What follows belongs to an exercise in optimizing a design on an open flow for small area, a short achievable clock period and few clock cycles; a production flow would make more cautious choices. No functional check of the RTL was part of any run shown here. Power and IR drop assume default switching activity.

<file path="design.v">
module sctp_enc (
    input  wire        clk,
    input  wire        rst,
    input  wire        cmd_valid,
    output wire        cmd_ready,
    input  wire [3:0]  cmd_op,
    input  wire [63:0] cmd_arg,
    input  wire [3:0]  cmd_cnt,
    input  wire        cmd_last,
    output wire        out_valid,
    input  wire        out_ready,
    output wire [63:0] out_data,
    output wire [3:0]  out_cnt,
    output wire        out_last,
    output wire        out_fault
);
    reg [135:0] A;           
    reg [1:0]   A17;
    reg [4:0]   k;           
    reg         last_pend;   
    reg         fault_pend;  
    reg         faulted;     
    reg         ev;          
    reg  [87:0] eS;          
    reg         e_lop;       
    reg         e_13;        
    reg         e_pbig;      
    reg  [3:0]  enb;         
    reg         elast;       
    reg         efault;      
    reg         ov;          
    reg         ol;          
    reg         rfree;       
    reg         rtake;       
    reg         rx;          
    reg  [2:0]  off;         
    assign out_valid = ov;
    assign out_last  = ol;
    assign out_cnt   = {!ol | k[3], k[2:0] & {3{ol}}};
    assign out_data  = A[63:0];
    assign out_fault = fault_pend;
    wire take = ov && out_ready;
    wire merge = ev && (rfree || (rtake && out_ready));
    assign cmd_ready = rx || (rtake && out_ready);
    wire accept = cmd_valid && cmd_ready;
    wire [3:0]  op = cmd_op;
    wire [63:0] a  = cmd_arg;
    wire is_data   = (op == 4'd14);
    wire is_sleb   = (op == 4'd9);
    wire leb_op    = (op == 4'd8) || is_sleb || (op == 4'd13);
    wire is_fix    = !op[3] || (op[3:1] == 3'b101);
    wire bad_short = (op == 4'd12) && (a[7:4] != 4'd0);
    reg [8:0] v;
    integer m;
    always @(*) begin
        for (m = 0; m < 8; m = m + 1) begin
            if (is_sleb)
                v[m] = (a[7*m + 6 +: 7] != {7{a[63]}});
            else
                v[m] = (a[7*m + 7 +: 7] != 7'd0);
        end
        v[8] = is_sleb ? (a[62] != a[63]) : a[63];
    end
    reg [87:0] S;
    integer i;
    always @(*) begin
        S[7:0] = is_data ? a[7:0] : {(op[3:1] == 3'b110) ? a[3:0] : 4'h0, op};
        for (i = 1; i < 9; i = i + 1) begin
            if (leb_op)                S[8*i +: 8] = {v[i-1], a[7*(i-1) +: 7]};
            else if (is_data && i < 8) S[8*i +: 8] = a[8*i +: 8];
            else                       S[8*i +: 8] = a[8*(i-1) +: 8];
        end
        S[79:72] = {v[8], a[62:56]};
        S[87:80] = {1'b0, {6{is_sleb & a[63]}}, a[63]};
    end
    reg [3:0] nb;
    always @(*) begin
        if (faulted || bad_short)  nb = 4'd0;
        else if (is_data)          nb = cmd_cnt[3] ? 4'd8 : cmd_cnt;
        else if (is_fix) begin
            case ({op[3], op[2:0]})
                4'b0000, 4'b0001: nb = 4'd2;
                4'b0010, 4'b0011: nb = 4'd3;
                4'b0100, 4'b0101,
                4'b1010:          nb = 4'd5;
                default:          nb = 4'd9;
            endcase
        end else                   nb = 4'd1;
    end
    wire [8:0] evb = {eS[79], eS[71], eS[63], eS[55], eS[47], eS[39], eS[31], eS[23], eS[15]};
    reg  [8:0] ec;
    integer q;
    always @(*) begin
        for (q = 0; q < 9; q = q + 1)
            ec[q] = |(evb >> q);
    end
    wire ebig = e_pbig || ec[0];             
    reg [87:0] eX;
    integer r;
    always @(*) begin
        eX = eS;
        eX[7:4] = eS[7:4] | {4{e_13 & ebig}};
        for (r = 0; r < 9; r = r + 1)
            eX[8*r + 15] = e_lop ? ec[r] : eS[8*r + 15];
    end
    wire       t2   = !e_13 || ebig;
    wire [3:0] ecnt = {ec[7], ec[3] & !ec[7], (ec[1] & !ec[3]) | (ec[5] & !ec[7]),
                       (ec[0] & !ec[1]) | (ec[2] & !ec[3]) | (ec[4] & !ec[5]) | (ec[6] & !ec[7]) | ec[8]};
    wire [95:0]  sh1 = off[0] ? {eX, eX[7:0]}   : {eX[87:80], eX};
    wire [111:0] sh2 = off[1] ? {sh1, sh1[15:0]} : {sh1[95:80], sh1};
    wire [143:0] sh  = off[2] ? {sh2, sh2[31:0]} : {sh2[111:80], sh2};
    wire [11:0] tb;
    genvar g;
    generate
        for (g = 0; g < 12; g = g + 1) begin : g_tb
            assign tb[g] = (enb >= g);
        end
    endgenerate
    wire [11:0] T = e_lop ? {ec, t2, 2'b11} : tb;
    wire m_ge8  = T[4'd8 - {1'b0, off}];                   
    wire m_gt8  = T[4'd9 - {1'b0, off}];                   
    wire m_ge16 = (off == 3'd5) ? T[11] : (off == 3'd6) ? T[10] :
                  (off == 3'd7) ? T[9] : 1'b0;             
    wire [4:0] m_k = e_lop ? ({2'b00, off} + {4'd0, t2} + 5'd1) + {1'b0, ecnt}
                           : {2'b00, off} + {1'b0, enb};
    wire t_ge8 = k[4];
    wire t_le8 = !k[4] || (k[3:0] == 4'd0);
    reg [4:0] nk;
    reg [2:0] noff;
    reg       nlp, nov, nol, nfree, ntake;
    wire      nev = cmd_ready ? cmd_valid : ev;
    always @(*) begin
        nk    = k;
        noff  = off;
        nlp   = last_pend;
        nov   = ov;
        nol   = ol;
        nfree = rfree;
        ntake = rtake;
        if (merge) begin
            nk    = m_k;
            noff  = elast ? 3'd0 : m_k[2:0];
            nlp   = elast;
            nov   = m_ge8 || elast;
            nol   = elast && !m_gt8;
            nfree = !elast && !m_ge8;
            ntake = elast ? !m_gt8 : (m_ge8 && !m_ge16);
        end else if (take) begin
            if (ol) begin
                nk    = 5'd0;
                noff  = 3'd0;
                nlp   = 1'b0;
                nov   = 1'b0;
                nol   = 1'b0;
                nfree = 1'b1;
                ntake = 1'b0;
            end else begin
                nk    = k - 5'd8;
                nov   = t_ge8 || last_pend;
                nol   = last_pend && t_le8;
                nfree = !last_pend && !t_ge8;
                ntake = last_pend ? t_le8 : t_ge8;
            end
        end
    end
    integer j;
    always @(posedge clk) begin
        for (j = 0; j < 17; j = j + 1) begin
            if (merge && j >= off)
                A[8*j +: 8] <= sh[8*j +: 8];
            else if (take && j < 9)
                A[8*j +: 8] <= A[8*j + 64 +: 8];
            else if (take && j == 9)
                A[8*j +: 8] <= {1'b0, {6{A17[1]}}, A17[0]};
        end
        if (merge)
            A17 <= sh[137:136];
        if (merge && elast)
            fault_pend <= efault;
        if (cmd_ready) begin
            eS     <= S;
            e_lop  <= leb_op && !faulted;
            e_13   <= (op == 4'd13);
            e_pbig <= (a[6:4] != 3'd0) || (a[3:0] == 4'hF);
            enb    <= nb;
            elast  <= cmd_last;
            efault <= faulted || bad_short;
        end
        if (rst) begin
            k         <= 5'd0;
            last_pend <= 1'b0;
            faulted   <= 1'b0;
            ev        <= 1'b0;
            ov        <= 1'b0;
            ol        <= 1'b0;
            rfree     <= 1'b1;
            rtake     <= 1'b0;
            rx        <= 1'b1;
            off       <= 3'd0;
        end else begin
            if (accept)
                faulted <= !cmd_last && (faulted || bad_short);
            ev        <= nev;
            k         <= nk;
            last_pend <= nlp;
            ov        <= nov;
            ol        <= nol;
            rfree     <= nfree;
            rtake     <= ntake;
            rx        <= !nev || nfree;
            off       <= noff;
        end
    end
endmodule
</file>
<file path="flow/run.sh">
#!/bin/bash
# Standard ORFS flow, with the ports buffered by buf_2 cells.
export BUFFER_PORTS_ARGS="-buffer_cell sky130_fd_sc_hd__buf_2"
bash standard.sh > standard.log 2>&1
</file>
<file path="standard.sh">
#!/bin/bash
# synth_recipe.tcl (not shown) runs the flow's synth.tcl, then flattens the netlist and writes it again
# the make line also repeats each setting of config.mk as NAME=value (left out here)
make -C /OpenROAD-flow-scripts/flow DESIGN_CONFIG=/design/flow/config.mk WORK_HOME=/design/flow/orfs CLKGATE_MAP_FILE= SYNTH_SCRIPT=/design/flow/synth_recipe.tcl "${@:-finish}"
</file>
<file path="config.mk">
export PLATFORM = sky130hd
export DESIGN_NAME = sctp_enc
export DESIGN_NICKNAME = sctp_enc
export VERILOG_FILES = /design/flow/design.v
export SDC_FILE = /design/flow/constraint.sdc
export NUM_CORES = 4
export LEC_CHECK = 0
export CAP_MARGIN = 20
export CORE_MARGIN = 2
export CORE_UTILIZATION = 40
export SETUP_SLACK_MARGIN = 2.2
export SLEW_MARGIN = 20
</file>
<file path="constraint.sdc">
create_clock -name core_clock -period 4.5 [get_ports {clk}]
set_input_delay 0.9000 -clock core_clock [delete_from_list [all_inputs] [get_ports {clk}]]
set_output_delay 0.9000 -clock core_clock [all_outputs]
set_load 0.01 [all_outputs]
</file>
==> summary.txt, run 1 <==
Logic synthesis
  • Count of flip-flops with a built-in enable after synthesis: 230
  • Number of instances in the synthesized netlist: approximately 1500
  • Yosys warns: 10
  • Total standard cell area after synthesis: 14540 sq um
  • FF+latch count, synth: 246
  • Post-synth net total: between 1500 and 2000
  • Post-Synthesis Mean Instance Area: between 9 and 10 sq um
  • Top_reg_cell synth: sky130_fd_sc_hd__edfxtp_1
  • Cell variety after synth: between 60 and 70
  • Share of async-settable or async-resettable flops after synthesis: 0%
  • Share of synthesized area occupied by flip-flops and latches: 49.71%

Floorplan
  • Initial core utilization: between 40% and 50%
  • Horizontal die dimension: between 150 and 200 microns
  • Vert. Die Dim: slightly below 200 microns
  • Count of standard-cell rows: just under 70
  • Area enclosed by the die boundary: approximately 38000 sq um
  • Ports: ~150
  • Area of the placeable core: 35660 sq um

Finish
  • Number of nets at the end of the flow: approximately 1700
  • Area overhead of the layout relative to synthesis: 17.92%
  • Fraction of final layout cells sized beyond drive strength 1: between 20 and 25%
  • Area of all placed cells without fillers: between 15000 and 20000 sq um
  • # fillers: about 3300
  • Post-route insts no fill: approximately 2100

Timing
  • Slew @ Worst Pin: between 0.9 and 1 ns
  • Final Hold Vio Count: 0
  • Final max-slew violation count: 0
  • Setup TNS Final: 0 ns
  • Number of setup violations in the final report: 0
  • Period Utilization, post-route: between 60 and 70%
  • RSZ-0062 raised after global routing: yes
  • Headroom to the max-slew limit: about 39%
  • Worst clock skew: between 0.01 and 0.015 ns
  • Crit path time final: 2.748 ns
  • Max Clock Freq: ~360 MHz

Status
  • Outcome: finished clean

Routing
  • Remaining antenna violation count: 0
  • DR vias: around 12000
  • Mean number of vias per cell: slightly below 6
  • Number of detailed-routing iterations run before antenna repair: 6
  • Residual DRC: 0
  • Initial DRC Count: about 1400
  • Wire per inst: between 20 and 25 microns
  • Routed wire length: between 40 and 50 mm

Critical path
  • Capture instance of the worst register-to-register path: off[2]$_SDFFE_PP0P_
  • Arrival time of the worst setup path: 3.21 ns
  • Worst Setup Path Type: reg -> reg
  • Capturing instance or port of the critical path: off[2]$_SDFFE_PP0P_
  • Beginning of the critical path: eS[63]$_DFFE_PN_
  • Setup crit end kind: register
  • Sort of element at the start of the critical path: register
  • R2R setup slack: 1.75 ns
  • Critical Path RT: slightly below 5 ns
  • Depth of the most critical reg-to-reg path: 13
  • Biggest fanout along the worst timing path: 2
  • Reg2reg start: eS[63]$_DFFE_PN_

GRT
  • All-Layer GR Usage: between 20% and 30%
  • Largest net degree at the start of global routing: roughly 100
  • Global-route wire length before repair: between 60 and 70 mm
  • Number of global-route vias before repair: approximately 11000
  • Antenna violations before repair: 0
  • Global route overflow: 0

Job
  • Max Cap Viol: 0

Hold path
  • Type of the worst min-delay path: reg -> reg
  • Depth of the worst hold-timing path: 0
  • Origin of the worst min-delay path: efault$_DFFE_PN_

CTS
  • CTS Root Cell: sky130_fd_sc_hd__clkbuf_16
  • Clock latency of the later-clocked register in the worst-skew pair: 0.54 ns
  • Clock sink count: 246
  • Bufs on Longest Clock Path: 3
  • Number of buffers inserted for hold repair after clock tree synthesis: 0
  • TritonCTS clock tree: yes
  • Reg clk slew, reported paths: 0.07 ns
  • H-tree level count: 1
  • TritonCTS Buffers: 26

Pwr
  • Post-layout total power: approximately 6.8 mW
  • Areal power density over the cells: roughly 400 nW/um^2
  • Standby leakage power: approximately 6.5 nW
  • IR drop worst, VDD: about 250 uV

Placement
  • Sum of net half-perimeters after detailed placement: approximately 33 mm
  • RD Place Congestion: between 0.9 and 1
  • Buffers added on ports: 148
  • Count of placed standard cells including taps: a little under 2000
  • Post-detailed-placement cell area: ~15000 sq um
## through the flow
step	setup slack, ns	hold slack (ns)	util, %
4_1_cts	1.790	0.4258	47.25
2_1_floorplan	1.340	0.4003	-
3_3_place_gp	1.405	0.4263	42.88
6_report	1.752	0.4209	48.08
3_5_place_dp	1.302	0.4173	42.88
5_1_grt	1.642	0.4232	48.08
## worst max-delay path: stages (launching register included)
cell and delay, ns:
sky130_fd_sc_hd__edfxtp_1 0.40, sky130_fd_sc_hd__or4_4 0.58, sky130_fd_sc_hd__nor4_4 0.17, sky130_fd_sc_hd__nor3_2 0.07
sky130_fd_sc_hd__ha_2 0.26, sky130_fd_sc_hd__inv_2 0.07, sky130_fd_sc_hd__ha_4 0.13, sky130_fd_sc_hd__inv_2 0.03
sky130_fd_sc_hd__fa_2 0.35, sky130_fd_sc_hd__xnor2_1 0.15, sky130_fd_sc_hd__nor2_1 0.07, sky130_fd_sc_hd__a211oi_2 0.20
sky130_fd_sc_hd__a22oi_1 0.10, sky130_fd_sc_hd__nor2_1 0.09
## routing by layer
| metal | vias to the layer above | track usage, % | wire length (microns) |
|---|---|---|---|
| met3 | 79 | 3.470 | 4175 |
| met1 | 5804 | 34.92 | 20080 |
| met5 | - | 0 | 0 |
| li1 | 5641 | - | - |
| met2 | 631 | 35.56 | 20030 |
| met4 | 0 | 8.006 | 1638 |
## final cells by class
| cell class | instances | area, sq um | share of cell area (%) |
|---|---|---|---|
| flip-flops and latches | 246 | 7239 | 42.23 |
| well taps | 461 | 576.8 | 3.364 |
| diodes | 1 | 2.502 | 0.01460 |
| clock inverters | 19 | 222.7 | 1.299 |
| inverters | 25 | 111.4 | 0.6495 |
| repair buffers | 221 | 1453 | 8.473 |
| clock buffers | 28 | 679.4 | 3.963 |
| multi-input cells | 1090 | 6859 | 40.01 |
## state kept, by name, summed over array words and instances (netlist names)
name        flops
e_lop           1
efault          1
fault_pend      1
rfree           1
ev              1
rtake           1
last_pend       1
faulted         1
ov              1
ol              1
rx              1
eS             82
A17             2
e_pbig          1
off             3
k               5
elast           1
A             136
enb             4
e_13            1
## cell usage in the layout, fill, tap and decap left out, drive strengths merged, types with 10 or more instances in the layout
cell type | netlist | final
a211oi | 24 | 24
a21o | 13 | 13
a21oi | 110 | 110
a31oi | 56 | 56
buf | 97 | 220
clkbuf | 64 | 29
clkinv | 0 | 10
dfxtp | 16 | 16
edfxtp | 230 | 230
ha | 19 | 19
inv | 25 | 23
mux2 | 54 | 54
mux2i | 71 | 71
nand2 | 293 | 293
nand3 | 18 | 18
nand4 | 14 | 14
nor2 | 170 | 170
nor2b | 16 | 16
nor3 | 16 | 16
o21ai | 93 | 93
## cell usage after synthesis, types with 6 or more instances
master	number	area [sq um]
sky130_fd_sc_hd__edfxtp_1	230	6907
sky130_fd_sc_hd__nand3_1	18	90.09
sky130_fd_sc_hd__a211oi_1	24	180.2
sky130_fd_sc_hd__mux2_2	54	608.1
sky130_fd_sc_hd__buf_4	65	488.0
sky130_fd_sc_hd__buf_2	11	55.05
sky130_fd_sc_hd__nand2_1	293	1100
sky130_fd_sc_hd__clkbuf_1	64	240.2
sky130_fd_sc_hd__a31oi_1	56	350.3
sky130_fd_sc_hd__nand4_1	14	87.58
sky130_fd_sc_hd__a21o_1	13	97.59
sky130_fd_sc_hd__a21oi_1	110	550.5
sky130_fd_sc_hd__o21ai_0	93	465.5
sky130_fd_sc_hd__ha_1	19	237.7
sky130_fd_sc_hd__nor2_1	170	638.1
sky130_fd_sc_hd__nor2b_1	16	100.1
sky130_fd_sc_hd__buf_1	21	78.83
sky130_fd_sc_hd__dfxtp_1	16	320.3
sky130_fd_sc_hd__nand2b_1	8	50.05
sky130_fd_sc_hd__a22oi_1	7	52.55
sky130_fd_sc_hd__nor3_1	16	80.08
sky130_fd_sc_hd__inv_1	25	93.84
sky130_fd_sc_hd__o31a_1	6	52.55
sky130_fd_sc_hd__and2_1	9	56.30
sky130_fd_sc_hd__mux2i_1	71	710.7
sky130_fd_sc_hd__nor4_1	6	37.54
## how the worst min path moves through the flow
stage	endpoint	slack [ns]
2_1_floorplan	fault_pend$_DFFE_PP_	0.40
3_3_place_gp	fault_pend$_DFFE_PP_	0.43
3_5_place_dp	fault_pend$_DFFE_PP_	0.42
4_1_cts	fault_pend$_DFFE_PP_	0.43
5_1_grt	fault_pend$_DFFE_PP_	0.42
6_report	fault_pend$_DFFE_PP_	0.42
## cells by family (layout without fill, tap and decap cells)
| family | count (synthesis) | count (layout) | synth area share, % |
|---|---|---|---|
| buf+inv | 186 | 293 | 6.575 |
| other cells | 0 | 1 | 0 |
| compound gates | 366 | 366 | 15.46 |
| fa+ha+maj | 21 | 21 | 1.911 |
| mux | 127 | 127 | 9.380 |
| flops | 246 | 246 | 49.71 |
| xor+xnor | 5 | 5 | 0.3012 |
| simple gates | 571 | 571 | 16.67 |
## where the power goes
part           internal (mW)  switching, mW  leakage (nW)
logic                  0.552          0.953          3.68
registers               2.82          0.188          2.40
clock network           1.37          0.892         0.430
total                   4.75           2.03          6.52
## timing repair
action / 4_1_cts / 5_1_grt
resized for setup: 66 / 44
setup endpoints to repair: 178 / 147
pin swaps: 26 / 26
setup buffers: 47 / 8
cloned: 0 / 1
==> run 2: changes to the inputs <==
--- a/design.v
+++ b/design.v
@@ -24,7 +24,5 @@
     reg  [87:0] eS;          
     reg         e_lop;       
-    reg         e_13;        
-    reg         e_pbig;      
-    reg  [3:0]  enb;         
+    reg  [3:0]  en;          
     reg         elast;       
     reg         efault;      
@@ -62,8 +60,22 @@
         v[8] = is_sleb ? (a[62] != a[63]) : a[63];
     end
+    reg [3:0] ngrp;
+    integer p;
+    always @(*) begin
+        ngrp = 4'd0;
+        for (p = 0; p < 9; p = p + 1)
+            if (v[p]) ngrp = p + 1;
+    end
+    wire big = (|v) || (a[6:4] != 3'd0) || (a[3:0] == 4'hF);
+    reg [3:0] hi;
+    always @(*) begin
+        if (op == 4'd12 || (op == 4'd13 && !big)) hi = a[3:0];
+        else if (op == 4'd13)                     hi = 4'hF;
+        else                                      hi = 4'h0;
+    end
     reg [87:0] S;
     integer i;
     always @(*) begin
-        S[7:0] = is_data ? a[7:0] : {(op[3:1] == 3'b110) ? a[3:0] : 4'h0, op};
+        S[7:0] = is_data ? a[7:0] : {hi, op};
         for (i = 1; i < 9; i = i + 1) begin
             if (leb_op)                S[8*i +: 8] = {v[i-1], a[7*(i-1) +: 7]};
@@ -78,4 +90,6 @@
         if (faulted || bad_short)  nb = 4'd0;
         else if (is_data)          nb = cmd_cnt[3] ? 4'd8 : cmd_cnt;
+        else if (leb_op && (op != 4'd13 || big))
+                                   nb = ngrp + 4'd2;
         else if (is_fix) begin
             case ({op[3], op[2:0]})
@@ -95,33 +109,18 @@
             ec[q] = |(evb >> q);
     end
-    wire ebig = e_pbig || ec[0];             
     reg [87:0] eX;
     integer r;
     always @(*) begin
         eX = eS;
-        eX[7:4] = eS[7:4] | {4{e_13 & ebig}};
         for (r = 0; r < 9; r = r + 1)
             eX[8*r + 15] = e_lop ? ec[r] : eS[8*r + 15];
     end
-    wire       t2   = !e_13 || ebig;
-    wire [3:0] ecnt = {ec[7], ec[3] & !ec[7], (ec[1] & !ec[3]) | (ec[5] & !ec[7]),
-                       (ec[0] & !ec[1]) | (ec[2] & !ec[3]) | (ec[4] & !ec[5]) | (ec[6] & !ec[7]) | ec[8]};
     wire [95:0]  sh1 = off[0] ? {eX, eX[7:0]}   : {eX[87:80], eX};
     wire [111:0] sh2 = off[1] ? {sh1, sh1[15:0]} : {sh1[95:80], sh1};
     wire [143:0] sh  = off[2] ? {sh2, sh2[31:0]} : {sh2[111:80], sh2};
-    wire [11:0] tb;
-    genvar g;
-    generate
-        for (g = 0; g < 12; g = g + 1) begin : g_tb
-            assign tb[g] = (enb >= g);
-        end
-    endgenerate
-    wire [11:0] T = e_lop ? {ec, t2, 2'b11} : tb;
-    wire m_ge8  = T[4'd8 - {1'b0, off}];                   
-    wire m_gt8  = T[4'd9 - {1'b0, off}];                   
-    wire m_ge16 = (off == 3'd5) ? T[11] : (off == 3'd6) ? T[10] :
-                  (off == 3'd7) ? T[9] : 1'b0;             
-    wire [4:0] m_k = e_lop ? ({2'b00, off} + {4'd0, t2} + 5'd1) + {1'b0, ecnt}
-                           : {2'b00, off} + {1'b0, enb};
+    wire [4:0] m_k   = {2'b00, off} + {1'b0, en};   
+    wire       m_ge8  = m_k[4] || m_k[3];
+    wire       m_gt8  = m_k[4] || (m_k[3] && m_k[2:0] != 3'd0);
+    wire       m_ge16 = m_k[4];
     wire t_ge8 = k[4];
     wire t_le8 = !k[4] || (k[3:0] == 4'd0);
@@ -180,8 +179,6 @@
         if (cmd_ready) begin
             eS     <= S;
-            e_lop  <= leb_op && !faulted;
-            e_13   <= (op == 4'd13);
-            e_pbig <= (a[6:4] != 3'd0) || (a[3:0] == 4'hF);
-            enb    <= nb;
+            e_lop  <= leb_op;
+            en     <= nb;
             elast  <= cmd_last;
             efault <= faulted || bad_short;
==> run 2 against run 1 <==
Still clean; critical path depth decreased by 3; hold slack improved by 0.0087 ns; sequential share of layout area increased by 1.0 points; synthesized cell count decreased by 12%; fmax increased by 4.9%; sequential cell count decreased by 2; clock power decreased by 8%; global-route usage decreased by 0.074 points; final area decreased by 3.2%; core utilization increased by 0.077 points; first-iteration DRC count decreased by 21%; final cell count decreased by 8.4%.
==> summary.txt, run 2 <==
Routing
  • Routed wire length: 43.85 mm (was 45.92 mm)
  • Remaining antenna violation count: 0 (unchanged)
  • Wire per inst: 22.90 microns (was 21.96 microns)
  • Residual DRC: 0 (unchanged)
  • Initial DRC Count: 1096 (was 1394)
  • DR vias: 10880 (was 12160)
  • Mean number of vias per cell: 5.680 (was 5.813)
  • Number of detailed-routing iterations run before antenna repair: 5 (was 6)

Floorplan
  • Initial core utilization: 40.53% (was 40.78%)
  • Ports: 149 (unchanged)
  • Vert. Die Dim: 190.9 microns (was 194.7 microns)
  • Count of standard-cell rows: 68 (was 69)
  • Horizontal die dimension: 190.9 microns (was 194.7 microns)
  • Area of the placeable core: 34460 sq um (was 35660 sq um)
  • Area enclosed by the die boundary: 36430 sq um (was 37890 sq um)

Logic synthesis
  • Most used standard cell by instance count after synthesis: sky130_fd_sc_hd__edfxtp_1 (was sky130_fd_sc_hd__nand2_1)
  • Share of synthesized area occupied by flip-flops and latches: 51.31% (was 49.71%)
  • Top cells by area, synth: sky130_fd_sc_hd__edfxtp_1 (49%), sky130_fd_sc_hd__mux2i_1 (9.0%), sky130_fd_sc_hd__mux2_2 (6.4%), sky130_fd_sc_hd__nand2_1 (5.2%), sky130_fd_sc_hd__o21ai_0 (4.6%) (was sky130_fd_sc_hd__edfxtp_1 (48%), sky130_fd_sc_hd__nand2_1 (7.6%), sky130_fd_sc_hd__mux2i_1 (4.9%), sky130_fd_sc_hd__nor2_1 (4.4%), sky130_fd_sc_hd__mux2_2 (4.2%))
  • Share of async-settable or async-resettable flops after synthesis: 0% (unchanged)
  • Most frequent cells after synthesis: sky130_fd_sc_hd__edfxtp_1 (228), sky130_fd_sc_hd__nand2_1 (193), sky130_fd_sc_hd__o21ai_0 (127) (was sky130_fd_sc_hd__nand2_1 (293), sky130_fd_sc_hd__edfxtp_1 (230), sky130_fd_sc_hd__nor2_1 (170))
  • Portion of synthesized cell area occupied by the leading cell type: 49.02% (was 47.50%)
  • Cell variety after synth: 62 (was 65)
  • Yosys warns: 10 (unchanged)
  • Total standard cell area after synthesis: 13970 sq um (was 14540 sq um)
  • Post-synth top area cell: sky130_fd_sc_hd__edfxtp_1 (unchanged)
  • Top_reg_cell synth: sky130_fd_sc_hd__edfxtp_1 (unchanged)
  • Number of instances in the synthesized netlist: 1338 (was 1522)
  • FF+latch count, synth: 244 (was 246)
  • Post-synth net total: 1420 (was 1620)
  • Post-Synthesis Mean Instance Area: 10.44 sq um (was 9.553 sq um)
  • Count of flip-flops with a built-in enable after synthesis: 228 (was 230)

Critical path
  • Arrival time of the worst setup path: 2.90 ns (was 3.21 ns)
  • Worst Setup Path Type: in -> reg (was reg -> reg)
  • R2R setup slack: 2.21 ns (was 1.75 ns)
  • Depth of the most critical reg-to-reg path: 6 (was 13)
  • Reg2reg start: eS[55]$_DFFE_PN_ (was eS[63]$_DFFE_PN_)
  • Critical Path RT: 4.78 ns (was 4.97 ns)
  • Biggest fanout along the worst timing path: 2 (unchanged)
  • Setup crit end kind: register (unchanged)
  • Sort of element at the start of the critical path: input port (was register)
  • Capture instance of the worst register-to-register path: A[39]$_DFFE_PP_ (was off[2]$_SDFFE_PP0P_)

GRT
  • Largest net degree at the start of global routing: 78 (was 103)
  • Antenna violations before repair: 0 (unchanged)
  • Number of global-route vias before repair: 10160 (was 11130)
  • Global-route wire length before repair: 64.28 mm (was 68.50 mm)
  • Global route overflow: 0 (unchanged)
  • All-Layer GR Usage: 23.60% (was 23.67%)

Finish
  • Largest registers: A x136, eS x82, k x5 (unchanged)
  • Most frequent cells in the layout: sky130_fd_sc_hd__edfxtp_1 (228), sky130_fd_sc_hd__nand2_1 (190), sky130_fd_sc_hd__buf_2 (132) (was sky130_fd_sc_hd__nand2_1 (285), sky130_fd_sc_hd__edfxtp_1 (230), sky130_fd_sc_hd__nor2_1 (160))
  • Area overhead of the layout relative to synthesis: 18.81% (was 17.92%)
  • Max reg flops: 136 (unchanged)
  • Antenna diodes: 0 (was 1)
  • Core utilization of the finished layout: 48.16% (was 48.08%)
  • Register containing the most flip-flops in the final layout: A (unchanged)
  • Most common library cell in the layout ignoring fill and taps: sky130_fd_sc_hd__edfxtp_1 (was sky130_fd_sc_hd__nand2_1)
  • Fraction of final layout cells sized beyond drive strength 1: 29.66% (was 24.98%)
  • Number of nets at the end of the flow: 1522 (was 1708)

Timing
  • Headroom to the max-slew limit: 33.52% (was 38.71%)
  • Number of setup violations in the final report: 0 (unchanged)
  • RSZ-0062 raised after global routing: yes (unchanged)
  • Period Utilization, post-route: 58.21% (was 61.07%)
  • Final max-slew violation count: 0 (unchanged)
  • Setup TNS Final: 0 ns (unchanged)
  • Worst clock skew: 0.01300 ns (was 0.01368 ns)
  • Max Clock Freq: 381.7 MHz (was 363.9 MHz)
  • Crit path time final: 2.620 ns (was 2.748 ns)
  • Slew @ Worst Pin: 0.9919 ns (was 0.9174 ns)
  • Final Hold Vio Count: 0 (unchanged)

CTS
  • Reg clk slew, reported paths: 0.06 ns (was 0.07 ns)
  • Clock latency of the later-clocked register in the worst-skew pair: 0.54 ns (about the same)
  • H-tree level count: 1 (unchanged)
  • Bufs on Longest Clock Path: 3 (unchanged)
  • Number of buffers inserted for hold repair after clock tree synthesis: 0 (unchanged)
  • Clock sink count: 244 (was 246)
  • TritonCTS Buffers: 26 (unchanged)
  • CTS Root Cell: sky130_fd_sc_hd__clkbuf_16 (unchanged)
  • TritonCTS clock tree: yes (unchanged)

Pwr
  • IR drop worst, VDD: 270.9 uV (was 250.6 uV)
  • Areal power density over the cells: 372.1 nW/um^2 (was 395.5 nW/um^2)
  • Standby leakage power: 6.542 nW (was 6.516 nW)

Placement
  • RD Place Congestion: 0.9069 (was 0.9213)
  • Buffers added on ports: 148 (unchanged)
  • Sum of net half-perimeters after detailed placement: 31.24 mm (was 33.47 mm)

Hold path
  • Depth of the worst hold-timing path: 0 (unchanged)
  • Terminating pin of the worst hold path: fault_pend$_DFFE_PP_ (unchanged)
  • Type of the worst min-delay path: reg -> reg (unchanged)
  • Origin of the worst min-delay path: efault$_DFFE_PN_ (unchanged)

Job
  • Max Cap Viol: 0 (unchanged)

Status
  • Outcome: finished clean (unchanged)
-- run 2: cell count changes in the layout (fill, tap and decap cells not counted), moves of 14 or more --
| cell | previous run | this run |
|---|---|---|
| sky130_fd_sc_hd__a31oi_1 | 53 | 7 |
| sky130_fd_sc_hd__buf_2 | 146 | 132 |
| sky130_fd_sc_hd__mux2_2 | 50 | 77 |
| sky130_fd_sc_hd__mux2i_1 | 70 | 123 |
| sky130_fd_sc_hd__nand2_1 | 285 | 190 |
| sky130_fd_sc_hd__nor2_1 | 160 | 98 |
| sky130_fd_sc_hd__o21ai_0 | 82 | 121 |
-- run 2: what timing repair did --
action,CTS,global route
gates cloned,2,1
setup buffers,27,25
endpoints found under the setup margin,204,109
gates resized for setup,82,33
pin swaps,31,26
-- run 2: power breakdown --
| group | internal [mW] | switching (mW) |
|---|---|---|
| clock | 1.21 | 0.880 |
| combinational | 0.443 | 0.731 |
| sequential | 2.76 | 0.155 |
| total | 4.41 | 1.77 |
-- run 2: worst max-delay path, stage by stage --
cell and delay (ns):
sky130_fd_sc_hd__buf_8 0.09, sky130_fd_sc_hd__or4_4 0.52, sky130_fd_sc_hd__a211oi_2 0.23, sky130_fd_sc_hd__o22ai_2 0.17, sky130_fd_sc_hd__or2_1 0.27, sky130_fd_sc_hd__a21oi_2 0.16
sky130_fd_sc_hd__ha_2 0.22, sky130_fd_sc_hd__xnor2_2 0.08, sky130_fd_sc_hd__a32oi_2 0.21, sky130_fd_sc_hd__nor3_2 0.05
-- run 2: layer usage --
layer | vias up | part of all wire [%] | track usage (%)
li1 | 5057 | - | -
met1 | 5224 | 44 | 34.63
met2 | 510 | 44 | 35.86
met3 | 87 | 7.2 | 2.558
met4 | 0 | 4.1 | 8.855
met5 | - | 0 | 0
-- run 2: how the worst max path moves through the flow --
stage / cells past startpoint / slack, ns / endpoint / start
3_3_place_gp: 11 / 1.10 / en[3]$_SDFFCE_PN0N_ / cmd_op[3]
6_report: 10 / 1.88 / en[3]$_SDFFCE_PN0N_ / cmd_arg[57]
5_1_grt: 13 / 1.79 / en[3]$_SDFFCE_PN0N_ / cmd_op[3]
3_5_place_dp: 11 / 1.07 / en[3]$_SDFFCE_PN0N_ / cmd_op[3]
4_1_cts: 10 / 1.92 / en[3]$_SDFFCE_PN0N_ / cmd_arg[57]
2_1_floorplan: 3 / 1.36 / cmd_ready / out_ready
-- run 2: cells by family (layout without fill, tap and decap cells) --
logic type,count (synthesis),in the layout,share of synthesized area [%]
AO/OA/AOI/OAI,317,317,13.25
XOR/XNOR,5,5,0.3135
adder cells (fa/ha/maj),5,5,0.5017
buffers and inverters,165,285,6.297
flip-flops,244,244,51.31
multiplexers,206,206,15.57
AND/OR/NAND/NOR,396,398,12.76
-- run 2: through the flow --
stage,setup WS [ns],total power [mW],hold WS (ns),cell area [sq um],instances
after CTS,1.918,6.153,0.4237,16240,1889
final,1.880,6.175,0.4296,16590,1915
after detailed placement,1.071,4.005,0.4093,14800,1812
after global routing,1.793,6.407,0.4535,16590,1915
after global placement,1.102,3.996,0.4073,14800,1812
after floorplan,1.360,3.608,0.4003,14160,1338
-- run 2: area by class of cell --
type / instances / area, sq um
Clock inverter: 18 / 147.6
Clock buffer: 30 / 686.9
Fill cell: 3156 / 17860
Multi-Input combinational cell: 931 / 6379
Sequential cell: 244 / 7176
Timing Repair Buffer: 223 / 1572
Tap cell: 455 / 569.3
Inverter: 14 / 65.06
==> run 3: changes to the inputs <==
==> flow/run.sh (replaced) <==
#!/bin/bash
# Standard ORFS flow, with the ports buffered by buf_1 cells and the clock
# tree built without dummy loads.
export BUFFER_PORTS_ARGS="-buffer_cell sky130_fd_sc_hd__buf_1"
export CTS_ARGS="-sink_clustering_enable -repair_clock_nets -dont_use_dummy_load -sink_clustering_size 28 -sink_clustering_max_diameter 70"
bash standard.sh > standard.log 2>&1
--- a/config.mk
+++ b/config.mk
@@ -9,4 +9,4 @@
 export CORE_MARGIN = 2
 export CORE_UTILIZATION = 40
-export SETUP_SLACK_MARGIN = 2.2
+export SETUP_SLACK_MARGIN = 1.9
 export SLEW_MARGIN = 20
==> run 3 against run 2 <==
Still clean on timing, DRC and antenna; global-route usage fell by 0.53 points; synthesized cell count is the same; clock power shrank 33%; clock-buffer cell count shrank 13; largest power group unchanged.
==> summary.txt, run 3 <==
Job
  • Max Cap Viol: 0 (unchanged)

Logic synthesis
  • Number of instances in the synthesized netlist: 1338 (unchanged)
  • Fraction of the mapped netlist area in compound gates: 13.25% (unchanged)
  • Post-Synthesis Mean Instance Area: 10.44 sq um (unchanged)
  • Most frequent cells after synthesis: sky130_fd_sc_hd__edfxtp_1 (228), sky130_fd_sc_hd__nand2_1 (193), sky130_fd_sc_hd__o21ai_0 (127) (unchanged)
  • Yosys warns: 10 (unchanged)
  • Share of async-settable or async-resettable flops after synthesis: 0% (unchanged)
  • Dominant combinational cell family by area after synthesis: multiplexers (unchanged)
  • Share of synthesized cell area in full adder, half adder and majority cells: 0.5017% (unchanged)
  • Post-synth net total: 1420 (unchanged)
  • Share of synthesized area occupied by flip-flops and latches: 51.31% (unchanged)
  • Total standard cell area after synthesis: 13970 sq um (unchanged)
  • FF+latch count, synth: 244 (unchanged)
  • Post-synthesis share of cell area spent on and, or, nand and nor gates: 12.76% (unchanged)
  • Top cells by area, synth: sky130_fd_sc_hd__edfxtp_1 (49%), sky130_fd_sc_hd__mux2i_1 (9.0%), sky130_fd_sc_hd__mux2_2 (6.4%), sky130_fd_sc_hd__nand2_1 (5.2%), sky130_fd_sc_hd__o21ai_0 (4.6%) (unchanged)
  • Post-synth top area cell: sky130_fd_sc_hd__edfxtp_1 (unchanged)
  • Cell variety after synth: 62 (unchanged)
  • Portion of synthesized cell area occupied by the leading cell type: 49.02% (unchanged)
  • Share of cell area taken by muxes after synthesis: 15.57% (unchanged)
  • Count of flip-flops with a built-in enable after synthesis: 228 (unchanged)
  • Xor/xnor share of the synthesized area: 0.3135% (unchanged)
  • Top_reg_cell synth: sky130_fd_sc_hd__edfxtp_1 (unchanged)
  • Most used standard cell by instance count after synthesis: sky130_fd_sc_hd__edfxtp_1 (unchanged)

Finish
  • Post-route insts no fill: 1868 (was 1915)
  • Largest registers: A x136, eS x82, k x5 (unchanged)
  • Register containing the most flip-flops in the final layout: A (unchanged)
  • Max reg flops: 136 (unchanged)
  • Most common library cell in the layout ignoring fill and taps: sky130_fd_sc_hd__edfxtp_1 (unchanged)
  • Area of all placed cells without fillers: 15720 sq um (was 16590 sq um)
  • Antenna diodes: 0 (unchanged)
  • Most frequent cells in the layout: sky130_fd_sc_hd__edfxtp_1 (228), sky130_fd_sc_hd__nand2_1 (191), sky130_fd_sc_hd__buf_1 (128) (was sky130_fd_sc_hd__edfxtp_1 (228), sky130_fd_sc_hd__nand2_1 (190), sky130_fd_sc_hd__buf_2 (132))
  • Area overhead of the layout relative to synthesis: 12.51% (was 18.81%)
  • Fraction of final layout cells sized beyond drive strength 1: 17.98% (was 29.66%)
  • Number of nets at the end of the flow: 1497 (was 1522)

Floorplan
  • Ports: 149 (unchanged)
  • Area enclosed by the die boundary: 36430 sq um (unchanged)
  • Vert. Die Dim: 190.9 microns (unchanged)
  • Horizontal die dimension: 190.9 microns (unchanged)
  • Area of the placeable core: 34460 sq um (unchanged)
  • Count of standard-cell rows: 68 (unchanged)
  • Initial core utilization: 40.53% (unchanged)

CTS
  • Clock latency of the later-clocked register in the worst-skew pair: 0.50 ns (was 0.54 ns)
  • CTS Root Cell: sky130_fd_sc_hd__clkbuf_16 (unchanged)
  • TritonCTS clock tree: yes (unchanged)
  • TritonCTS Buffers: 17 (was 26)
  • Number of buffers inserted for hold repair after clock tree synthesis: 0 (unchanged)
  • Clock sink count: 244 (unchanged)
  • Reg clk slew, reported paths: 0.09 ns (was 0.06 ns)
  • H-tree level count: 1 (unchanged)
  • Bufs on Longest Clock Path: 3 (unchanged)

Critical path
  • Beginning of the critical path: cmd_op[2] (was cmd_arg[57])
  • Setup crit end kind: register (unchanged)
  • Depth of the most critical reg-to-reg path: 6 (unchanged)
  • Arrival time of the worst setup path: 2.96 ns (was 2.90 ns)
  • Sort of element at the start of the critical path: input port (unchanged)
  • Worst Setup Path Type: in -> reg (unchanged)
  • R2R setup slack: 1.96 ns (was 2.21 ns)
  • Biggest fanout along the worst timing path: 8 (was 2)
  • Reg2reg start: eS[79]$_DFFE_PN_ (was eS[55]$_DFFE_PN_)
  • Critical Path RT: 4.71 ns (was 4.78 ns)

Placement
  • Buffers added on ports: 148 (unchanged)
  • RD Place Congestion: 0.9088 (was 0.9069)
  • Count of placed standard cells including taps: 1814 (was 1812)
  • Post-detailed-placement cell area: 14610 sq um (was 14800 sq um)
  • Sum of net half-perimeters after detailed placement: 31.66 mm (was 31.24 mm)

GRT
  • Met1 track demand over resource in global routing: 34.44% (was 34.63%)
  • Global route overflow: 0 (unchanged)
  • Global-route wire length before repair: 62.56 mm (was 64.28 mm)
  • GR Layer Usage met3: 2.061% (was 2.558%)
  • Antenna violations before repair: 0 (unchanged)
  • Largest net degree at the start of global routing: 112 (was 78)
  • Met2 layer usage reported by global route: 34.80% (was 35.86%)
  • Number of global-route vias before repair: 9797 (was 10160)
  • Most congested layer reported by global routing: met2 (unchanged)
  • All-Layer GR Usage: 23.07% (was 23.60%)

Status
  • Outcome: finished clean (unchanged)

Timing
  • Headroom to the max-slew limit: 36.18% (was 33.52%)
  • Number of setup violations in the final report: 0 (unchanged)
  • Max Clock Freq: 364.3 MHz (was 381.7 MHz)
  • Setup TNS Final: 0 ns (unchanged)
  • Final Hold Vio Count: 0 (unchanged)
  • Slew @ Worst Pin: 0.9550 ns (was 0.9919 ns)
  • Final max-slew violation count: 0 (unchanged)
  • RSZ-0062 raised after global routing: yes (unchanged)
  • Crit path time final: 2.745 ns (was 2.620 ns)
  • Worst clock skew: 0.04500 ns (was 0.01300 ns)
  • Period Utilization, post-route: 60.99% (was 58.21%)

Routing
  • Number of detailed-routing iterations run before antenna repair: 5 (unchanged)
  • Wire per inst: 22.88 microns (was 22.90 microns)
  • DR vias: 10500 (was 10880)
  • Residual DRC: 0 (unchanged)
  • Routed wire length: 42.74 mm (was 43.85 mm)
  • Initial DRC Count: 1057 (was 1096)
  • Remaining antenna violation count: 0 (unchanged)
  • Mean number of vias per cell: 5.623 (was 5.680)

Pwr
  • Standby leakage power: 5.872 nW (was 6.542 nW)
  • Net switching power of the design: 1.571 mW (was 1.765 mW)
  • Sw Share: 29.18% (was 28.59%)
  • Reg power frac: 54.2% (was 47.2%)
  • Clock share of power: 25.8% (was 33.8%)
  • Areal power density over the cells: 342.6 nW/um^2 (was 372.1 nW/um^2)
  • Post-layout total power: 5.383 mW (was 6.175 mW)
  • Cell internal power dissipation: 3.812 mW (was 4.409 mW)
  • IR drop worst, VDD: 199.8 uV (was 270.9 uV)
  • Relative contribution of combinational cells to total power: 20.0% (was 19.0%)

Hold path
  • Type of the worst min-delay path: reg -> reg (unchanged)
  • Depth of the worst hold-timing path: 0 (unchanged)
  • Origin of the worst min-delay path: efault$_DFFE_PN_ (unchanged)
## run 3: cell counts after synthesis
Identical to the previous run, type by type.
## run 3: power by group through the flow
stage / combinational (mW) / clock, mW / sequential [mW]
5_1_grt: 1.18 / 1.49 / 2.94
2_1_floorplan: 0.732 / 0 / 2.87
6_report: 1.08 / 1.39 / 2.92
3_5_place_dp: 1.00 / 0 / 2.97
3_3_place_gp: 0.996 / 0 / 2.97
4_1_cts: 1.04 / 1.42 / 2.92
## run 3: layout make-up
class / instances / area, sq um
multi-input combinational: 929 / 6295
timing repair buffer: 208 / 1180
fill: 3269 / 18740
tap: 455 / 569.3
timing repair inverter: 1 / 7.507
inverter: 14 / 62.56
sequential: 244 / 7176
clock buffer: 17 / 425.4
## run 3: final timing paths
check                    endpoint
max reg2reg       A[39]$_DFFE_PP_
min          fault_pend$_DFFE_PP_
min reg2reg  fault_pend$_DFFE_PP_
max           en[3]$_SDFFCE_PN0N_
## run 3: critical path, cell delays in order
cell,delay (ns)
sky130_fd_sc_hd__buf_6,0.09
sky130_fd_sc_hd__buf_8,0.12
sky130_fd_sc_hd__nand4bb_4,0.21
sky130_fd_sc_hd__buf_12,0.17
sky130_fd_sc_hd__nor4_4,0.30
sky130_fd_sc_hd__o22ai_4,0.14
sky130_fd_sc_hd__buf_4,0.16
sky130_fd_sc_hd__nor2_1,0.16
sky130_fd_sc_hd__a21oi_2,0.09
sky130_fd_sc_hd__ha_2,0.19
sky130_fd_sc_hd__xnor2_1,0.12
sky130_fd_sc_hd__a32oi_1,0.22
sky130_fd_sc_hd__nor3_2,0.05
## run 3: routing by layer
metal | vias to the layer above | share of wire (%)
met2 | 403 | 44
met1 | 5059 | 46
met3 | 65 | 6.4
met4 | 0 | 3.9
met5 | - | 0
li1 | 4977 | -
## run 3: per-stage QoR
step / setup WS [ns] / util (%) / hold slack, ns
6_report: 1.755 / 45.61 / 0.4715
5_1_grt: 1.618 / 45.61 / 0.4883
4_1_cts: 1.775 / 44.64 / 0.4843
3_5_place_dp: 0.5676 / 42.39 / 0.4616
3_3_place_gp: 0.6728 / 42.39 / 0.4613
2_1_floorplan: 1.360 / - / 0.4003
## run 3: kinds of logic after synthesis
| logic type | Yosys count |
|---|---|
| simple gates | 396 |
| compound gates | 317 |
| flops | 244 |
| mux | 206 |
| buf+inv | 165 |
| xor+xnor | 5 |
| fa+ha+maj | 5 |
## run 3: repair_timing
item                                   4_1_cts  5_1_grt
pin swaps                                   17       21
buffers inserted                            19       15
setup endpoints to repair                  115       75
endpoints found under the hold margin        0        0
resized for setup                           43       64
gates cloned                                 2        1
==> run 4: changes to the inputs <==
--- a/design.v
+++ b/design.v
@@ -177,5 +177,5 @@
         if (merge && elast)
             fault_pend <= efault;
-        if (cmd_ready) begin
+        if (!ev || merge) begin
             eS     <= S;
             e_lop  <= leb_op;
==> run 4 against run 3 <==
Still clean on timing, DRC and antenna; core utilization is 0.59 points lower; synthesized cell count is 2.1% higher; power is 3.3% lower; synthesized area is 0.44% higher; sequential power is 2% lower; critical path type unchanged; largest cell class unchanged.
==> summary.txt, run 4 <==
Timing
  • Hold slack final: 0.4332 ns (was 0.4715 ns)
  • Final Hold Vio Count: 0 (unchanged)
  • RSZ-0062 raised after global routing: yes (unchanged)
  • Number of setup violations in the final report: 0 (unchanged)
  • Final max-slew violation count: 0 (unchanged)
  • Worst clock skew: 0.05699 ns (was 0.04500 ns)
  • Max Clock Freq: 366.3 MHz (was 364.3 MHz)
  • Setup WS post-layout: 1.770 ns (was 1.755 ns)
  • Slew @ Worst Pin: 1.075 ns (was 0.9550 ns)
  • Crit path time final: 2.730 ns (was 2.745 ns)
  • Setup TNS Final: 0 ns (unchanged)
  • Headroom to the max-slew limit: 28.31% (was 36.18%)
  • Period Utilization, post-route: 60.67% (was 60.99%)

Logic synthesis
  • Yosys warns: 10 (unchanged)
  • Most frequent cells after synthesis: sky130_fd_sc_hd__edfxtp_1 (228), sky130_fd_sc_hd__nand2_1 (211), sky130_fd_sc_hd__o21ai_0 (150) (was sky130_fd_sc_hd__edfxtp_1 (228), sky130_fd_sc_hd__nand2_1 (193), sky130_fd_sc_hd__o21ai_0 (127))
  • Top_reg_cell synth: sky130_fd_sc_hd__edfxtp_1 (unchanged)
  • Cell variety after synth: 67 (was 62)
  • Count of flip-flops with a built-in enable after synthesis: 228 (unchanged)
  • Post-synth net total: 1448 (was 1420)
  • Total standard cell area after synthesis: 14030 sq um (was 13970 sq um)
  • Post-Synthesis Mean Instance Area: 10.27 sq um (was 10.44 sq um)
  • Top cells by area, synth: sky130_fd_sc_hd__edfxtp_1 (49%), sky130_fd_sc_hd__mux2i_1 (8.5%), sky130_fd_sc_hd__nand2_1 (5.6%), sky130_fd_sc_hd__mux2_2 (5.6%), sky130_fd_sc_hd__o21ai_0 (5.4%) (was sky130_fd_sc_hd__edfxtp_1 (49%), sky130_fd_sc_hd__mux2i_1 (9.0%), sky130_fd_sc_hd__mux2_2 (6.4%), sky130_fd_sc_hd__nand2_1 (5.2%), sky130_fd_sc_hd__o21ai_0 (4.6%))
  • Share of synthesized area occupied by flip-flops and latches: 51.09% (was 51.31%)
  • Number of instances in the synthesized netlist: 1366 (was 1338)
  • Portion of synthesized cell area occupied by the leading cell type: 48.80% (was 49.02%)
  • Most used standard cell by instance count after synthesis: sky130_fd_sc_hd__edfxtp_1 (unchanged)
  • Post-synth top area cell: sky130_fd_sc_hd__edfxtp_1 (unchanged)
  • Share of async-settable or async-resettable flops after synthesis: 0% (unchanged)
  • FF+latch count, synth: 244 (unchanged)

Critical path
  • Sort of element at the start of the critical path: input port (unchanged)
  • Depth of the most critical reg-to-reg path: 6 (unchanged)
  • Biggest fanout along the worst timing path: 17 (was 8)
  • Worst Setup Path Type: in -> reg (unchanged)
  • R2R setup slack: 1.94 ns (was 1.96 ns)
  • Critical Path RT: 4.74 ns (was 4.71 ns)
  • Capture instance of the worst register-to-register path: A[31]$_DFFE_PP_ (was A[39]$_DFFE_PP_)
  • Setup crit end kind: register (unchanged)
  • Reg2reg start: eS[63]$_DFFE_PP_ (was eS[79]$_DFFE_PN_)
  • Arrival time of the worst setup path: 2.97 ns (was 2.96 ns)

Finish
  • Register containing the most flip-flops in the final layout: A (unchanged)
  • Number of nets at the end of the flow: 1508 (was 1497)
  • Core utilization of the finished layout: 45.02% (was 45.61%)
  • Antenna diodes: 0 (unchanged)
  • # fillers: 3378 (was 3269)
  • Sequential cell area: 7176 sq um (unchanged)
  • Multi-input combinational cell area: 6269 sq um (was 6295 sq um)
  • Most common library cell in the layout ignoring fill and taps: sky130_fd_sc_hd__edfxtp_1 (unchanged)
  • Largest registers: A x136, eS x82, k x5 (unchanged)
  • Max reg flops: 136 (unchanged)
  • Most frequent cells in the layout: sky130_fd_sc_hd__edfxtp_1 (228), sky130_fd_sc_hd__nand2_1 (209), sky130_fd_sc_hd__o21ai_0 (142) (was sky130_fd_sc_hd__edfxtp_1 (228), sky130_fd_sc_hd__nand2_1 (191), sky130_fd_sc_hd__buf_1 (128))
  • Post-route insts no fill: 1879 (was 1868)
  • Fraction of final layout cells sized beyond drive strength 1: 15.17% (was 17.98%)
  • Area of all placed cells without fillers: 15550 sq um (was 15720 sq um)
  • Area overhead of the layout relative to synthesis: 10.85% (was 12.51%)

Floorplan
  • Area enclosed by the die boundary: 36580 sq um (was 36430 sq um)
  • Ports: 149 (unchanged)
  • Count of standard-cell rows: 68 (unchanged)
  • Area of the placeable core: 34540 sq um (was 34460 sq um)
  • Vert. Die Dim: 191.3 microns (was 190.9 microns)
  • Initial core utilization: 40.61% (was 40.53%)
  • Horizontal die dimension: 191.3 microns (was 190.9 microns)

Status
  • Outcome: finished clean (unchanged)

Routing
  • Mean number of vias per cell: 5.691 (was 5.623)
  • Initial DRC Count: 1078 (was 1057)
  • Number of detailed-routing iterations run before antenna repair: 6 (was 5)
  • Wire per inst: 22.97 microns (was 22.88 microns)
  • Remaining antenna violation count: 0 (unchanged)
  • DR vias: 10690 (was 10500)
  • Routed wire length: 43.17 mm (was 42.74 mm)
  • Residual DRC: 0 (unchanged)

GRT
  • Global route overflow: 0 (unchanged)
  • Global-route wire length before repair: 63.75 mm (was 62.56 mm)
  • Number of global-route vias before repair: 9911 (was 9797)
  • All-Layer GR Usage: 23.28% (was 23.07%)
  • Antenna violations before repair: 1 (was 0)
  • Largest net degree at the start of global routing: 85 (was 112)

Pwr
  • Cell internal power dissipation: 3.711 mW (was 3.812 mW)
  • Net switching power of the design: 1.495 mW (was 1.571 mW)
  • Areal power density over the cells: 334.8 nW/um^2 (was 342.6 nW/um^2)
  • Reg power frac: 55.2% (was 54.2%)
  • Standby leakage power: 5.485 nW (was 5.872 nW)
  • Post-layout total power: 5.206 mW (was 5.383 mW)
  • Relative contribution of combinational cells to total power: 19.0% (was 20.0%)
  • IR drop worst, VDD: 195.3 uV (was 199.8 uV)
  • Sw Share: 28.71% (was 29.18%)
  • Clock share of power: 25.8% (about the same)

Placement
  • RD Place Congestion: 0.9353 (was 0.9088)
  • Count of placed standard cells including taps: 1836 (was 1814)
  • Buffers added on ports: 148 (unchanged)
  • Sum of net half-perimeters after detailed placement: 31.95 mm (was 31.66 mm)
  • Pre-CTS worst setup slack: 0.5526 ns (was 0.5676 ns)
  • Post-detailed-placement cell area: 14520 sq um (was 14610 sq um)

Hold path
  • Depth of the worst hold-timing path: 0 (unchanged)
  • Origin of the worst min-delay path: efault$_DFFE_PP_ (was efault$_DFFE_PN_)
  • Type of the worst min-delay path: reg -> reg (unchanged)
  • Terminating pin of the worst hold path: fault_pend$_DFFE_PP_ (unchanged)

CTS
  • Number of buffers inserted for hold repair after clock tree synthesis: 0 (unchanged)
  • Clock sink count: 244 (unchanged)
  • Reg clk slew, reported paths: 0.09 ns (about the same)
  • H-tree level count: 1 (unchanged)
  • CTS Root Cell: sky130_fd_sc_hd__clkbuf_16 (unchanged)
  • TritonCTS Buffers: 16 (was 17)
  • TritonCTS clock tree: yes (unchanged)
  • Bufs on Longest Clock Path: 3 (unchanged)
  • Clock latency of the later-clocked register in the worst-skew pair: 0.51 ns (was 0.50 ns)

Job
  • Max Cap Viol: 0 (unchanged)
run 4: worst max path at each step:
| stage | startpoint | cells after the start | slack [ns] | endpoint |
|---|---|---|---|---|
| global route | cmd_arg[47] | 10 | 1.76 | en[3]$_SDFFCE_PN0P_ |
| global placement | cmd_op[0] | 10 | 0.60 | en[3]$_SDFFCE_PN0P_ |
| finish | cmd_op[1] | 11 | 1.77 | en[3]$_SDFFCE_PN0P_ |
| floorplan | cmd_op[2] | 11 | 1.48 | en[3]$_SDFFCE_PN0P_ |
| CTS | cmd_op[1] | 10 | 1.78 | en[3]$_SDFFCE_PN0P_ |
| detailed placement | cmd_op[0] | 10 | 0.55 | en[3]$_SDFFCE_PN0P_ |
run 4: layout make-up:
class / count / area share [%]
clock buffer: 16 / 2.575
inverter: 25 / 0.6196
multi-input combinational: 948 / 40.31
sequential: 244 / 46.15
tap: 455 / 3.661
timing repair buffer: 191 / 6.687
run 4: worst max-delay path: stages:
cell                       delay (ns)
sky130_fd_sc_hd__buf_8           0.13
sky130_fd_sc_hd__and4bb_4        0.42
sky130_fd_sc_hd__buf_6           0.12
sky130_fd_sc_hd__mux2i_2         0.07
sky130_fd_sc_hd__o21ba_4         0.23
sky130_fd_sc_hd__nor4b_4         0.34
sky130_fd_sc_hd__nor2_2          0.10
sky130_fd_sc_hd__ha_4            0.18
sky130_fd_sc_hd__xnor2_2         0.16
sky130_fd_sc_hd__a211oi_2        0.06
sky130_fd_sc_hd__o221a_2         0.23
run 4: power groups by stage:
| stage | Clock, mW | Sequential, mW | Combinational [mW] |
|---|---|---|---|
| floorplan | 0 | 2.84 | 0.666 |
| global placement | 0 | 2.93 | 0.920 |
| detailed placement | 0 | 2.93 | 0.928 |
| CTS | 1.37 | 2.87 | 0.954 |
| global route | 1.44 | 2.89 | 1.08 |
| finish | 1.34 | 2.87 | 0.987 |
run 4: cell families after synthesis:
group,synth area share [%]
XOR/XNOR,0.3122
multiplexers,14.27
AO/OA/AOI/OAI,14.26
AND/OR/NAND/NOR,13.00
adder cells (fa/ha/maj),0.4995
buffers and inverters,6.564
flip-flops,51.09
run 4: what timing repair did:
action | in CTS | in global routing
setup endpoints to repair | 108 | 90
setup buffers | 9 | 16
resized for setup | 46 | 64
gates cloned | 1 | 1
pin swaps | 12 | 30
run 4: metal layers:
| metal | wire length [microns] | global-route usage (%) | up-vias |
|---|---|---|---|
| li1 | - | - | 5070 |
| met1 | 19480 | 35.27 | 5104 |
| met2 | 19750 | 36.52 | 476 |
| met3 | 2980 | 1.560 | 43 |
| met4 | 956 | 5.089 | 0 |
| met5 | 0 | 0 | - |

-- afterwards: timing with drivers on the ports --
No port has a modelled driver above. Below, the same layouts with a new extraction and two added sets of constraints. Step 1, drivers: a clkbuf_16 drives clk and a buf_2 each remaining input, both assumed. Step 2, shift: input delay + t, output delay - t, t = (earliest + latest rising clock arrival at the registers) / 2. This alone moves slack from input paths to output paths. a / b / c = no drivers / after step 1 / after step 2; a / b = the first two.
run	t, ns	slack for setup (ns)	hold slack, ns	worst register clock-pin slew, ns	cell pins on the clock port's net
run 1	0.581	1.752 / 1.752 / 1.543	0.421 / 0.421 / 0.421	0.07 / 0.07	1
run 2	0.580	1.880 / 1.875 / 1.295	0.430 / 0.430 / 0.430	0.07 / 0.07	1
run 3	0.534	1.755 / 1.773 / 1.239	0.472 / 0.472 / 0.472	0.10 / 0.10	1
run 4	0.532	1.770 / 1.780 / 1.248	0.433 / 0.433 / 0.433	0.10 / 0.10	1
After both steps every run listed still meets setup and hold. For run 2, which loses most, drivers alone change the setup slack by -0.005 ns; drivers and shift together by -0.585 ns.
